From an optimization exercise on the open Yosys and OpenROAD flow, aimed at small area, a short achievable clock period and few clock cycles per item; shortcuts taken in it are not production practice. Only simulation tests tie the RTL to the original design; equivalence was not proved.

==> flow/design.v (excerpt) <==
module htv_amdem (
    input  wire        clk,
    input  wire        rst,
    input  wire        in_valid,
    output wire        in_ready,
    input  wire [31:0] in_i,
    input  wire [31:0] in_q,
    output wire        out_valid,
    input  wire        out_ready,
    output reg  [31:0] out_mag
);
    localparam [25:0] CUT  = 26'h1AAAA90;
    localparam        CUTS = 1'b1;
    localparam        SQSPLIT = 1'b0;
    reg         ne, full;        
    reg         rdy, ovl;        
    reg  [31:0] skid;
    wire        adv = !full;     
    assign in_ready  = rdy;
    assign out_valid = ovl;
    reg         v0;
    reg  [30:0] xi, xq;
    always @(posedge clk) begin
        if (rst) v0 <= 1'b0;
        else if (adv) v0 <= in_valid;
        if (adv) begin
            xi <= in_i[30:0];
            xq <= in_q[30:0];
        end
    end
    wire [7:0]  ei = xi[30:23], eq = xq[30:23];
    wire        sw = (eq > ei);             
    wire [7:0]  dx = sw ? eq - ei : ei - eq;
    wire [47:0] sxi, syi, sxq, syq;
    htv_sq u_sqi (.f(xi[22:0]), .x(sxi), .y(syi));
    htv_sq u_sqq (.f(xq[22:0]), .x(sxq), .y(syq));
    wire        i_nan = (ei == 8'hFF) && (xi[22:0] != 23'd0);
    wire        q_nan = (eq == 8'hFF) && (xq[22:0] != 23'd0);
    reg         v1;
    reg  [7:0]  ei1, eq1;
    reg  [3:0]  dh1;
    reg         sw1, far1, nan1, inf1, si1, sq1;
    wire [25:0] pi1, pq1;
    always @(posedge clk) begin
        if (rst) v1 <= 1'b0;
        else if (adv) v1 <= v0;
        if (adv) begin
            ei1  <= ei;
            eq1  <= eq;
            sw1  <= sw;
  ...
Size in the first run: about 8000 cells after synthesis, ~720 flip-flops, roughly 100 I/O pins.
==> flow/config.mk <==
export PLATFORM = sky130hd
export DESIGN_NAME = htv_amdem
export DESIGN_NICKNAME = htv_amdem
export VERILOG_FILES = /design/flow/design.v
export SDC_FILE = /design/flow/constraint.sdc
export NUM_CORES = 4
export LEC_CHECK = 0
export ABC_AREA = 1
export CAP_MARGIN = 20
export CORE_MARGIN = 2
export CORE_UTILIZATION = 65
export SLEW_MARGIN = 20
==> flow/constraint.sdc <==
create_clock -name core_clock -period 20.0 [get_ports {clk}]
set_input_delay 4.0000 -clock core_clock [delete_from_list [all_inputs] [get_ports {clk}]]
set_output_delay 4.0000 -clock core_clock [all_outputs]
set_load 0.01 [all_outputs]
standard.sh (not shown) runs the stock make flow with config.mk's settings and CLKGATE_MAP_FILE= SYNTH_SCRIPT=/design/flow/synth_recipe.tcl, a recipe that flattens the netlist after the stock synthesis.
==> flow/flow/run.sh <==
#!/bin/bash
# Standard layout (the standard.sh: standard synthesis and ORFS flow),
# with the timing repair asked to leave a setup margin, so that it works on
# paths well inside the 20 ns clock period.  The SDC is the standard flow's, unchanged.
set -euo pipefail
bash standard.sh SETUP_SLACK_MARGIN=14.5 finish > standard_flow.log 2>&1
The starting point completed with no timing, DRC or antenna violations.
Testbench counts at the start, summed over its fixed seeds: cycles 3,320, samples 3,200.
Next try:
--- a/flow/design.v
+++ b/flow/design.v
@@ -1088,15 +1088,15 @@
     output wire        in_ready,
     input  wire [31:0] in_i,
     input  wire [31:0] in_q,
     output wire        out_valid,
     input  wire        out_ready,
     output reg  [31:0] out_mag
 );
-    localparam [25:0] CUT  = 26'h1AAAA90;
+    localparam [25:0] CUT  = 26'h1AAAAA8;
     localparam        CUTS = 1'b1;
     localparam        SQSPLIT = 1'b0;
     reg         ne, full;        
     reg         rdy, ovl;        
     reg  [31:0] skid;
     wire        adv = !full;     
     assign in_ready  = rdy;
=>
- critical path depth climbs by 21
- worst setup slack gets worse by 0.20 ns
- synthesized area climbs by 0.95%
- routed wire length climbs by 4.6%
- design area climbs by 1.8%
- global-route usage climbs by 1.1 points
- synthesized cell count barely changes
- sequential cell count climbs by 35
- final cell count climbs by 1.2%
Testbench counts after the change, summed over its fixed seeds: cycles 3,328, samples 3,200.

--- another note on this design; it stands on its own ---

// htv_amdem
module htv_amdem (
    input  wire        clk,
    input  wire        rst,
    input  wire        in_valid,
    output wire        in_ready,
    input  wire [31:0] in_i,
    input  wire [31:0] in_q,
    output wire        out_valid,
    input  wire        out_ready,
    output reg  [31:0] out_mag
);
clock: 20.0 ns
lec_check: 0
abc_area: 1
cap_margin: 20
core_margin: 2
core_utilization: 68
cts_buf_list: sky130_fd_sc_hd__clkbuf_8
slew_margin: 20
standard.sh (not shown) runs the stock make flow with config.mk's settings and CLKGATE_MAP_FILE= SYNTH_SCRIPT=/design/flow/synth_recipe.tcl, a recipe that flattens the netlist after the stock synthesis.
==> flow/flow/run.sh <==
#!/bin/bash
# Standard layout (the standard.sh: standard synthesis and ORFS flow),
# with the timing repair asked to leave a setup margin, so that it works on
# paths well inside the 20 ns clock period.  The SDC is the standard flow's, unchanged.
set -euo pipefail
bash standard.sh SETUP_SLACK_MARGIN=14.5 finish > standard_flow.log 2>&1
Testbench counts at the start, summed over its fixed seeds: cycles 3,320, samples 3,200.
Edit:
- CORE_UTILIZATION: 68 -> 60
- CTS_BUF_LIST: sky130_fd_sc_hd__clkbuf_8 -> unset
Outcome: The new run completed with no timing, DRC or antenna violations. Clock skew came out lower by 0.019 ns. Synthesized cell count does not change. Die area grows by 13%. Final area came out higher by 0.86%. Worst setup slack gets better by 0.048 ns. Critical path depth came out higher by 2. Non-clock buffer count goes up by 35. Clock-buffer cell count went down by 28. Via count goes down by 1.2%.
Edit:
- CORE_UTILIZATION: 60 -> 75
After rerunning: This time the run ended with an error in global routing (GRT-0232). Synthesized cell count is unchanged. Synthesized area does not change.
Edit:
- CORE_UTILIZATION: 75 -> 65
- CTS_BUF_LIST: unset -> sky130_fd_sc_hd__clkbuf_8
- GPL_TIMING_DRIVEN: unset -> 0
Now the flow completed with no timing, DRC or antenna violations.
Area after synthesis does not change.
Synthesized cell count stays the same.


Starting RTL as in the previous note.
export LEC_CHECK = 0
export ABC_AREA = 1
export CAP_MARGIN = 20
export CORE_MARGIN = 2
export CORE_UTILIZATION = 65
export SLEW_MARGIN = 20
create_clock -name core_clock -period 20.0 [get_ports {clk}]
==> flow/flow/run.sh <==
#!/bin/bash
# Standard layout (the standard.sh: standard synthesis and ORFS flow),
# with the timing repair asked to leave a setup margin, so that it works on
# paths well inside the 20 ns clock period.  The SDC is the standard flow's, unchanged.
set -euo pipefail
bash standard.sh SETUP_SLACK_MARGIN=14.75 finish > standard_flow.log 2>&1
The baseline went through all stages and came out clean.
Testbench counts at the start, summed over its fixed seeds: cycles 3,320, samples 3,200.
Then changed:
--- a/flow/flow/run.sh
+++ b/flow/flow/run.sh
@@ -4,3 +4,3 @@
 # paths well inside the 20 ns clock period.  The SDC is the standard flow's, unchanged.
 set -euo pipefail
-bash standard.sh SETUP_SLACK_MARGIN=14.75 finish > standard_flow.log 2>&1
+bash standard.sh SETUP_SLACK_MARGIN=14 finish > standard_flow.log 2>&1
CORE_UTILIZATION = 70   (was 65)
The new run finished clean; via count goes down by 4.2%; register-to-register slack loses 0.34 ns; final area is lower by 8.2%; hold slack is about the same; clock skew went up by 0.0043 ns; fmax drops by 5.7%; flip-flop and latch count does not change.
Then changed:
--- a/flow/flow/run.sh
+++ b/flow/flow/run.sh
@@ -4,3 +4,3 @@
 # paths well inside the 20 ns clock period.  The SDC is the standard flow's, unchanged.
 set -euo pipefail
-bash standard.sh SETUP_SLACK_MARGIN=14 finish > standard_flow.log 2>&1
+bash standard.sh SETUP_SLACK_MARGIN=14.5 finish > standard_flow.log 2>&1
CAP_MARGIN = 10   (was 20)
CORE_UTILIZATION = 65   (was 70)
SLEW_MARGIN = 10   (was 20)
The changed run completed without violations.
Flip-flop and latch count is unchanged.
Sequential share of layout area went down by 1.1 points.
Global-route usage fell by 2.5 points.
Register-to-register slack improves by 0.31 ns.

==> port drivers added, routing unchanged <==
Ports are ideal in the flow. The routed layouts listed here were re-timed in OpenROAD.
Step 1: set_driving_cell puts a clkbuf_16 on clk and a buf_2 on each other input, an assumption about the parent block.
Step 2 adds t to the input delays and takes it off the output delays; t is the mean of the earliest and latest rising clock arrival at the registers after step 1. Input paths then give back, and output paths get back, about the clock's delay inside the block.
Three values: ideal ports, drivers, drivers and shift; two values: the first two.
| run | shift t [ns] | slack for setup (ns) | hold slack, ns |
|---|---|---|---|
| the first run of note 1 | 0.731 | 14.568 / 14.532 / 14.505 | 0.400 / 0.400 / 0.400 |
| the second run of note 1 | 0.742 | 14.368 / 14.368 / 14.368 | 0.408 / 0.408 / 0.408 |
| the first run of note 2 | 0.890 | 14.555 / 14.489 / 14.499 | 0.393 / 0.393 / 0.393 |
| the second run of note 2 | 0.734 | 14.603 / 14.576 / 14.543 | 0.403 / 0.403 / 0.403 |
| the fourth run of note 2 | 0.889 | 14.521 / 14.480 / 14.513 | 0.380 / 0.380 / 0.380 |
| the first run of note 3 | 0.740 | 14.478 / 14.478 / 14.478 | 0.414 / 0.414 / 0.414 |
| the second run of note 3 | 0.738 | 14.142 / 14.142 / 14.142 | 0.415 / 0.415 / 0.415 |
| the third run of note 3 | 0.727 | 14.456 / 14.456 / 14.456 | 0.414 / 0.414 / 0.414 |
After both steps setup and hold are still met in every run listed. The setup slack of the first run of note 1, which loses most, moves by -0.036 ns with the drivers and by -0.063 ns with both steps.
